This design comes from an exercise in tuning for small area on the open sky130 flow, not from production work.
The RTL was checked by simulation tests, not by an equivalence proof against the original design.
Power and IR drop assume default switching activity.

Design codec_echo, start of the top module:
module codec_echo (
    input  wire        clk,
    input  wire        rst,           
    output reg         ctl_cs_n,
    output wire        ctl_valid,
    output wire [7:0]  ctl_byte,
    input  wire        ctl_ready,
    input  wire        ctl_err,
    input  wire        rx_ready,
    input  wire        rx_ovr,
    input  wire [15:0] rx_data,
    output wire        rx_pop,
    input  wire        tx_ready,
    input  wire        tx_udr,
    output wire        tx_valid,
    output wire [15:0] tx_data,
    output wire [1:0]  mode,
    output reg  [1:0]  halt_cause,
    output wire [1:0]  codec_state
);
Size: roughly 3200 flip-flops, ~58 I/O pins.
==> flow/config.mk <==
export PLATFORM = sky130hd
export DESIGN_NAME = codec_echo
export DESIGN_NICKNAME = codec_echo
export VERILOG_FILES = /design/flow/design.v
export SDC_FILE = /design/flow/constraint.sdc
export NUM_CORES = 4
export LEC_CHECK = 0
export CAP_MARGIN = 20
export CORE_MARGIN = 2
export CORE_UTILIZATION = 75
export CTS_BUF_LIST = sky130_fd_sc_hd__clkbuf_16
export CTS_CLUSTER_DIAMETER = 80
export CTS_CLUSTER_SIZE = 34
export GPL_TIMING_DRIVEN = 0
export SLEW_MARGIN = 20
==> flow/constraint.sdc <==
create_clock -name core_clock -period 10.0 [get_ports {clk}]
set_input_delay 2.0000 -clock core_clock [delete_from_list [all_inputs] [get_ports {clk}]]
set_output_delay 2.0000 -clock core_clock [all_outputs]
set_load 0.01 [all_outputs]
run.sh (not shown) runs the stock make flow with config.mk's settings and CLKGATE_MAP_FILE= SYNTH_SCRIPT=/design/flow/synth_recipe.tcl, a recipe that flattens the netlist after the stock synthesis.
Edit:
==> flow/flow/run.sh (new file) <==
#!/bin/bash
# The standard layout, with the port buffers made from the smallest buffer
# cell (buf_1) instead of the one buffer_ports picks by default.
set -euo pipefail
export BUFFER_PORTS_ARGS="-buffer_cell sky130_fd_sc_hd__buf_1"
bash standard.sh > standard_flow.log 2>&1
==> flow/standard.sh (new file) <==
#!/bin/bash
# synth_recipe.tcl (not shown) runs the flow's synth.tcl, then flattens the netlist and writes it again
# the make line also repeats each setting of config.mk as NAME=value (left out here)
make -C /OpenROAD-flow-scripts/flow DESIGN_CONFIG=/design/flow/config.mk WORK_HOME=/design/flow/orfs CLKGATE_MAP_FILE= SYNTH_SCRIPT=/design/flow/synth_recipe.tcl "${@:-finish}"
--- a/flow/config.mk
+++ b/flow/config.mk
@@ -7,2 +7,3 @@
 export LEC_CHECK = 0
+export ABC_AREA = 1
 export CAP_MARGIN = 20
@@ -12,4 +13,3 @@
 export CTS_CLUSTER_DIAMETER = 80
-export CTS_CLUSTER_SIZE = 34
-export GPL_TIMING_DRIVEN = 0
+export CTS_CLUSTER_SIZE = 32
 export SLEW_MARGIN = 20
removed: flow/run.sh
Effect: Sequential cell count stays the same. Clock skew drops by 0.0066 ns. Cell area decreases by about 0.9%. Worst setup slack gets better by 0.56 ns. Sequential share of layout area climbs by 0.77 points. Routed wire length falls by about 10%. Via count increases by 1.8%.
Edit:
==> flow/run.sh (new file) <==
#!/bin/bash
# synth_recipe.tcl (not shown) runs the flow's synth.tcl, then flattens the netlist and writes it again
# the make line also repeats each setting of config.mk as NAME=value (left out here)
make -C /OpenROAD-flow-scripts/flow DESIGN_CONFIG=/design/flow/config.mk WORK_HOME=/design/flow/orfs CLKGATE_MAP_FILE= SYNTH_SCRIPT=/design/flow/synth_recipe.tcl finish
--- a/flow/config.mk
+++ b/flow/config.mk
@@ -13,3 +13,3 @@
 export CTS_CLUSTER_DIAMETER = 80
-export CTS_CLUSTER_SIZE = 32
+export CTS_CLUSTER_SIZE = 34
 export SLEW_MARGIN = 20
removed: flow/flow/run.sh
removed: flow/standard.sh
The changed run passed the timing, design-rule and antenna checks. Utilization climbs by 0.17 points. Total power drops by 0.30%. Sequential cell count is unchanged. Clock-buffer cell count drops by 5. Sequential share of layout area drops by 0.18 points. Fmax drops by 5.9%. Area after synthesis stays the same. Clock power drops by about 2%. Setup slack degrades by 0.34 ns.

---

the previous run:
codec_echo again, from the RTL that the note above started with.
// codec_echo
module codec_echo (
    input  wire        clk,
    input  wire        rst,           
    output reg         ctl_cs_n,
    output wire        ctl_valid,
    output wire [7:0]  ctl_byte,
    input  wire        ctl_ready,
    input  wire        ctl_err,
    input  wire        rx_ready,
    input  wire        rx_ovr,
    input  wire [15:0] rx_data,
    output wire        rx_pop,
    input  wire        tx_ready,
    input  wire        tx_udr,
    output wire        tx_valid,
    output wire [15:0] tx_data,
    output wire [1:0]  mode,
    output reg  [1:0]  halt_cause,
    output wire [1:0]  codec_state
);
==> flow/config.mk <==
export PLATFORM = sky130hd
export DESIGN_NAME = codec_echo
export DESIGN_NICKNAME = codec_echo
export VERILOG_FILES = /design/flow/design.v
export SDC_FILE = /design/flow/constraint.sdc
export NUM_CORES = 4
export LEC_CHECK = 0
export ABC_AREA = 1
export CAP_MARGIN = 0
export CORE_MARGIN = 2
export CORE_UTILIZATION = 75
export CTS_BUF_LIST = sky130_fd_sc_hd__clkbuf_16
export CTS_CLUSTER_DIAMETER = 80
export CTS_CLUSTER_SIZE = 32
export SLEW_MARGIN = 0
==> flow/constraint.sdc <==
create_clock -name core_clock -period 10.0 [get_ports {clk}]
set_input_delay 2.0000 -clock core_clock [delete_from_list [all_inputs] [get_ports {clk}]]
set_output_delay 2.0000 -clock core_clock [all_outputs]
set_load 0.01 [all_outputs]
standard.sh (not shown) runs the stock make flow with config.mk's settings and CLKGATE_MAP_FILE= SYNTH_SCRIPT=/design/flow/synth_recipe.tcl, a recipe that flattens the netlist after the stock synthesis.
==> flow/flow/run.sh <==
#!/bin/bash
# The standard layout, with the port buffers made from the smallest buffer
# cell (buf_1) instead of the one buffer_ports picks by default.
set -euo pipefail
export BUFFER_PORTS_ARGS="-buffer_cell sky130_fd_sc_hd__buf_1"
bash standard.sh > standard_flow.log 2>&1
## Diff of input files: the current run against the previous run
==> flow/run.sh (new file) <==
#!/bin/bash
# synth_recipe.tcl (not shown) runs the flow's synth.tcl, then flattens the netlist and writes it again
# the make line also repeats each setting of config.mk as NAME=value (left out here)
make -C /OpenROAD-flow-scripts/flow DESIGN_CONFIG=/design/flow/config.mk WORK_HOME=/design/flow/orfs CLKGATE_MAP_FILE= SYNTH_SCRIPT=/design/flow/synth_recipe.tcl finish
-- flow/config.mk --
<<< the previous run, line 7
export LEC_CHECK = 0
export ABC_AREA = 1
export CAP_MARGIN = 0
export CORE_MARGIN = 2
>>> the current run, line 7
export LEC_CHECK = 0
export CAP_MARGIN = 20
export CORE_MARGIN = 2
<<< the previous run, line 13
export CTS_CLUSTER_DIAMETER = 80
export CTS_CLUSTER_SIZE = 32
export SLEW_MARGIN = 0
>>> the current run, line 12
export CTS_CLUSTER_DIAMETER = 80
export CTS_CLUSTER_SIZE = 34
export SLEW_MARGIN = 20
removed: flow/flow/run.sh
removed: flow/standard.sh
--- outcome ---
Combined area of all synthesized cells, the previous run and the current run, higher one = the current run. STATUS post-route total power: the current run wins against the previous run. Compare the previous run and the current run | maximum frequency lower: the previous run. In the metrics for the previous run and the current run, the one carrying the lower count of inserted antenna diode cells is the current run. Between the previous run and the current run, post-layout worst setup margin increased. Leakage power sits lower in the current run than in the previous run. The lower proportion of final cell area spent on non-clock buffers came out of the previous run.

---

The RTL this note starts from:
==> flow/design.v <==
module codec_echo (
    input  wire        clk,
    input  wire        rst,           
    output reg         ctl_cs_n,
    output wire        ctl_valid,
    output wire [7:0]  ctl_byte,
    input  wire        ctl_ready,
    input  wire        ctl_err,
    input  wire        rx_ready,
    input  wire        rx_ovr,
    input  wire [15:0] rx_data,
    output wire        rx_pop,
    input  wire        tx_ready,
    input  wire        tx_udr,
    output wire        tx_valid,
    output wire [15:0] tx_data,
    output reg  [1:0]  mode,
    output reg  [1:0]  halt_cause,
    output reg  [1:0]  codec_state
);
    localparam BUF_LEN   = 96;
    localparam DELAY     = 80;
    localparam N_BRINGUP = 10;
    localparam ACT_IDX   = 8;
    localparam CS_HOLD   = 100;    
    localparam NRT       = 12;     
    localparam M_BOOT = 2'd0, M_RUN = 2'd1, M_HALT = 2'd2;
    localparam H_NONE = 2'd0, H_BUS = 2'd1, H_OVR = 2'd2, H_UDR = 2'd3;
    localparam C_RESET = 2'd0, C_CONF = 2'd1, C_ACTIVE = 2'd2;
    localparam B_CS = 2'd0, B_B0 = 2'd1, B_B1 = 2'd2, B_HOLD = 2'd3;
    localparam S_RX_POLL = 2'd0, S_RX_SERV = 2'd1, S_TX_POLL = 2'd2, S_TX_SERV = 2'd3;
    localparam P_LT = 2'd0, P_LB = 2'd1;    
    reg [1:0]  bstate;
    reg [3:0]  boot_idx;
    reg [6:0]  hold_cnt;
    reg [1:0]  sched_pc;
    reg [1:0]  rx_phase;
    reg [1:0]  tx_phase;
    reg [6:0]  wp;         
    reg [6:0]  rp;         
    reg [15:0] seq_word;
    always @(*) begin
        case (boot_idx)
            4'd0: seq_word = {7'h0F, 9'h000};    
            4'd1: seq_word = {7'h06, 9'h07F};    
            4'd2: seq_word = {7'h00, 9'h017};    
            4'd3: seq_word = {7'h01, 9'h017};    
            4'd4: seq_word = {7'h04, 9'h012};    
            4'd5: seq_word = {7'h05, 9'h006};    
            4'd6: seq_word = {7'h07, 9'h042};    
            4'd7: seq_word = {7'h08, 9'h000};    
            4'd8: seq_word = {7'h09, 9'h001};    
            4'd9: seq_word = {7'h06, 9'h062};    
            default: seq_word = 16'h0000;
        endcase
    end
    wire [7:0] byte0 = {seq_word[15:9], seq_word[8]};
    wire [7:0] byte1 = seq_word[7:0];
    wire in_boot = (mode == M_BOOT);
    wire in_run  = (mode == M_RUN);
    assign ctl_valid = in_boot && (bstate == B_B0 || bstate == B_B1);
    assign ctl_byte  = (bstate == B_B0) ? byte0 : byte1;
    assign rx_pop   = in_run && (sched_pc == S_RX_SERV);
    assign tx_valid = in_run && (sched_pc == S_TX_SERV);
    wire wr_top = rx_pop && (rx_phase == P_LT);
    wire wr_bot = rx_pop && (rx_phase == P_LB);
    wire rd_adv = tx_valid && (tx_phase == P_LB);
    function [6:0] pos_inc;
        input [6:0] p;
        input       two;
        reg   [4:0] l;
        begin
            l = p[3:0] + (two ? 5'd2 : 5'd1);
            if (l >= 5'd12)
                pos_inc = {p[6:4] + 3'd1, l[3:0] - 4'd12};
            else
                pos_inc = {p[6:4], l[3:0]};
        end
    endfunction
    always @(posedge clk) begin
        if (rst) begin
            mode        <= M_BOOT;
            halt_cause  <= H_NONE;
            codec_state <= C_RESET;
            ctl_cs_n    <= 1'b1;
            bstate      <= B_CS;
            boot_idx    <= 4'd0;
            hold_cnt    <= 7'd0;
            sched_pc    <= S_RX_POLL;
            rx_phase    <= P_LT;
            tx_phase    <= P_LT;
            wp          <= 7'd0;
            rp          <= {3'd1, 4'd4};    
        end else begin
            wp <= pos_inc(wp, wr_bot);
            rp <= pos_inc(rp, rd_adv);
            case (mode)
                M_BOOT: begin
                    case (bstate)
                        B_CS: begin
                            ctl_cs_n <= 1'b0;
                            bstate   <= B_B0;
                        end
                        B_B0: begin
                            if (ctl_ready) begin
                                if (ctl_err) begin
                                    mode       <= M_HALT;
                                    halt_cause <= H_BUS;
                                    ctl_cs_n   <= 1'b1;
                                end else begin
                                    bstate <= B_B1;
                                end
                            end
                        end
                        B_B1: begin
                            if (ctl_ready) begin
                                ctl_cs_n <= 1'b1;
                                if (ctl_err) begin
                                    mode       <= M_HALT;
                                    halt_cause <= H_BUS;
                                end else begin
                                    boot_idx <= boot_idx + 1'b1;
                                    if (boot_idx + 1'b1 == ACT_IDX)
                                        codec_state <= C_CONF;
                                    if (boot_idx + 1'b1 == N_BRINGUP)
                                        codec_state <= C_ACTIVE;
                                    hold_cnt <= 7'd0;
                                    bstate   <= B_HOLD;
                                end
                            end
                        end
                        B_HOLD: begin
                            if (hold_cnt == CS_HOLD - 1) begin
                                if (boot_idx == N_BRINGUP) begin
                                    mode     <= M_RUN;
                                    sched_pc <= S_RX_POLL;
                                end else begin
                                    bstate <= B_CS;
                                end
                            end else begin
                                hold_cnt <= hold_cnt + 1'b1;
                            end
                        end
                    endcase
                end
                M_RUN: begin
                    case (sched_pc)
                        S_RX_POLL: begin
                            if (rx_ovr) begin
                                mode       <= M_HALT;
                                halt_cause <= H_OVR;
                            end else if (rx_ready) begin
                                sched_pc <= S_RX_SERV;
                            end else begin
                                sched_pc <= S_TX_POLL;
                            end
                        end
                        S_RX_SERV: begin
                            rx_phase <= rx_phase + 1'b1;
                            sched_pc <= S_TX_POLL;
                        end
                        S_TX_POLL: begin
                            if (tx_udr) begin
                                mode       <= M_HALT;
                                halt_cause <= H_UDR;
                            end else if (tx_ready) begin
                                sched_pc <= S_TX_SERV;
                            end else begin
                                sched_pc <= S_RX_POLL;
                            end
                        end
                        S_TX_SERV: begin
                            tx_phase <= tx_phase + 1'b1;
                            sched_pc <= S_RX_POLL;
                        end
                    endcase
                end
                default: ;    
            endcase
        end
    end
    reg  [15:0] wbuf_t, wbuf_b;        
    reg         tp;                    
    reg         bp;                    
    reg  [15:0] cur_t, cur_b;          
    reg         fv;                    
    wire       t_adv = (rx_phase != P_LB);
    wire [2:0] w_hi  = wp[6:4];
    wire [3:0] w_lo  = wp[3:0];
    wire [6:0] wp_m1 = (w_lo == 4'd0) ? {w_hi - 3'd1, 4'd11} : wp - 7'd1;
    wire       rc_is_wc   = (rp == wp);
    wire       rc_is_wcm1 = (rp == wp_m1);
    wire       tw_now = tp && (t_adv ? (w_lo == 4'd0) : (w_lo == 4'd11));
    wire [2:0] tw_idx = t_adv ? w_hi : w_hi + 3'd1;
    wire       bw_now = bp && (w_lo == 4'd0);
    wire [15:0] wd_t  = in_boot ? 16'h0 : wbuf_t;
    wire [15:0] wd_b  = in_boot ? 16'h0 : wbuf_b;
    wire [31:0] ring_q  [0:BUF_LEN-1];    
    wire [31:0] rd_word [0:NRT-1];
    genvar p;
    generate
        for (p = 0; p < BUF_LEN; p = p + 1) begin : g_ring
            reg [31:0] q;
            assign ring_q[p] = q;
            if (p % 8 == 0) begin : g_rtap
                assign rd_word[p / 8] = q;
            end
            if (p % 12 == 0) begin : g_wtap
                wire we_t = in_boot || (tw_now && tw_idx == p / 12);
                wire we_b = in_boot || (bw_now && w_hi == p / 12);
                always @(posedge clk) begin
                    q[31:16] <= we_t ? wd_t : ring_q[(p + BUF_LEN - 1) % BUF_LEN][31:16];
                    q[15:0]  <= we_b ? wd_b : ring_q[(p + BUF_LEN - 1) % BUF_LEN][15:0];
                end
            end else begin : g_pass
                always @(posedge clk)
                    q <= ring_q[p - 1];
            end
        end
    endgenerate
    function [6:0] rtap_pos;
        input integer j;
        reg   [2:0] h;
        reg   [3:0] l;
        begin
            h = j * 8 / 12;
            l = j * 8 % 12;
            rtap_pos = {h, l};
        end
    endfunction
    reg  [31:0] tap_q;
    reg         at_rtap;
    integer k;
    always @(*) begin
        tap_q   = 32'h0;
        at_rtap = 1'b0;
        for (k = 0; k < NRT; k = k + 1) begin
            tap_q   = tap_q | ({32{rp == rtap_pos(k)}} & rd_word[k]);
            at_rtap = at_rtap | (rp == rtap_pos(k));
        end
    end
    wire        fetch   = (in_boot || !fv) && at_rtap;
    wire [15:0] fetch_t = (tp && (t_adv ? rc_is_wcm1 : rc_is_wc)) ? wbuf_t : tap_q[31:16];
    wire [15:0] fetch_b = (bp && rc_is_wcm1) ? wbuf_b : tap_q[15:0];
    always @(posedge clk) begin
        if (wr_top) wbuf_t <= rx_data;
        if (wr_bot) wbuf_b <= rx_data;
        if (wr_top && rc_is_wc)      cur_t <= rx_data;
        else if (fetch)              cur_t <= fetch_t;
        if (wr_bot && rc_is_wc)      cur_b <= rx_data;
        else if (fetch)              cur_b <= fetch_b;
    end
    always @(posedge clk) begin
        if (rst) begin
            tp <= 1'b0;
            bp <= 1'b0;
            fv <= 1'b0;
        end else begin
            if (wr_top)      tp <= 1'b1;
            else if (tw_now) tp <= 1'b0;
            if (wr_bot)      bp <= 1'b1;
            else if (bw_now) bp <= 1'b0;
            if (rd_adv)      fv <= 1'b0;
            else if (fetch)  fv <= 1'b1;
        end
    end
    assign tx_data = (tx_phase == P_LT) ? cur_t :
                     (tx_phase == P_LB) ? cur_b : 16'h0000;
endmodule
Settings: LEC_CHECK=0, CAP_MARGIN=20, CORE_MARGIN=2, CORE_UTILIZATION=75, CTS_BUF_LIST=sky130_fd_sc_hd__clkbuf_8, CTS_CLUSTER_DIAMETER=40, CTS_CLUSTER_SIZE=18, SLEW_MARGIN=20; clock period 10.0 ns.
run.sh (not shown) runs the stock make flow with config.mk's settings and CLKGATE_MAP_FILE= SYNTH_SCRIPT=/design/flow/synth_recipe.tcl, a recipe that flattens the netlist after the stock synthesis.
Stock flow here: none of the scripts above is used.
The first run completed without violations.
Next try:
CORE_UTILIZATION = 85   (was 75)
CTS_CLUSTER_DIAMETER = 35   (was 40)
CTS_CLUSTER_SIZE = 20   (was 18)
=> The changed run ended with an error in detailed placement (3_5_place_dp) with DPL-0033; synthesized area does not change; synthesized cell count stays the same.
Next try:
CORE_UTILIZATION = 75   (was 85)
CTS_BUF_LIST = sky130_fd_sc_hd__clkbuf_16   (was sky130_fd_sc_hd__clkbuf_8)
CTS_CLUSTER_DIAMETER = 50   (was 35)
CTS_CLUSTER_SIZE = 32   (was 20)
With this change the flow finished with timing, DRC and antenna clean.
Area after synthesis does not change.
Synthesized cell count does not change.

## separate check: timing with driven ports
No port has a modelled driver above. Below, the same layouts with a new extraction and two added sets of constraints.
Step 1, drivers: a clkbuf_16 drives clk and a buf_2 each remaining input, both assumed.
Step 2 times the ports against the registers' clock, not the clock port: input delays grow and output delays shrink by t, the midpoint of the rising clock arrivals with the driver on.
Three values: no drivers, after step 1, after step 2; two values: the first two.
| run | shift t [ns] | slack for setup (ns) | worst hold slack (ns) | pins driven straight from the clock port |
|---|---|---|---|---|
| the first run of note 1 | 0.796 | 3.992 / 3.919 / 4.715 | 0.319 / 0.319 / 0.319 | 1 |
| the second run of note 1 | 0.790 | 4.547 / 4.477 / 5.267 | 0.321 / 0.321 / 0.321 | 1 |
| the third run of note 1 | 0.798 | 4.203 / 4.131 / 4.929 | 0.318 / 0.318 / 0.318 | 1 |
| the previous run | 0.803 | 4.473 / 4.398 / 5.202 | 0.316 / 0.316 / 0.316 | 1 |
| the current run | 0.794 | 4.728 / 4.654 / 5.310 | 0.310 / 0.310 / 0.310 | 1 |
| the first run of note 3 | 0.970 | 3.943 / 3.877 / 4.848 | 0.316 / 0.316 / 0.316 | 1 |
| the third run of note 3 | 0.847 | 4.114 / 4.039 / 4.887 | 0.311 / 0.311 / 0.311 | 1 |
After both steps every run listed still meets setup and hold.
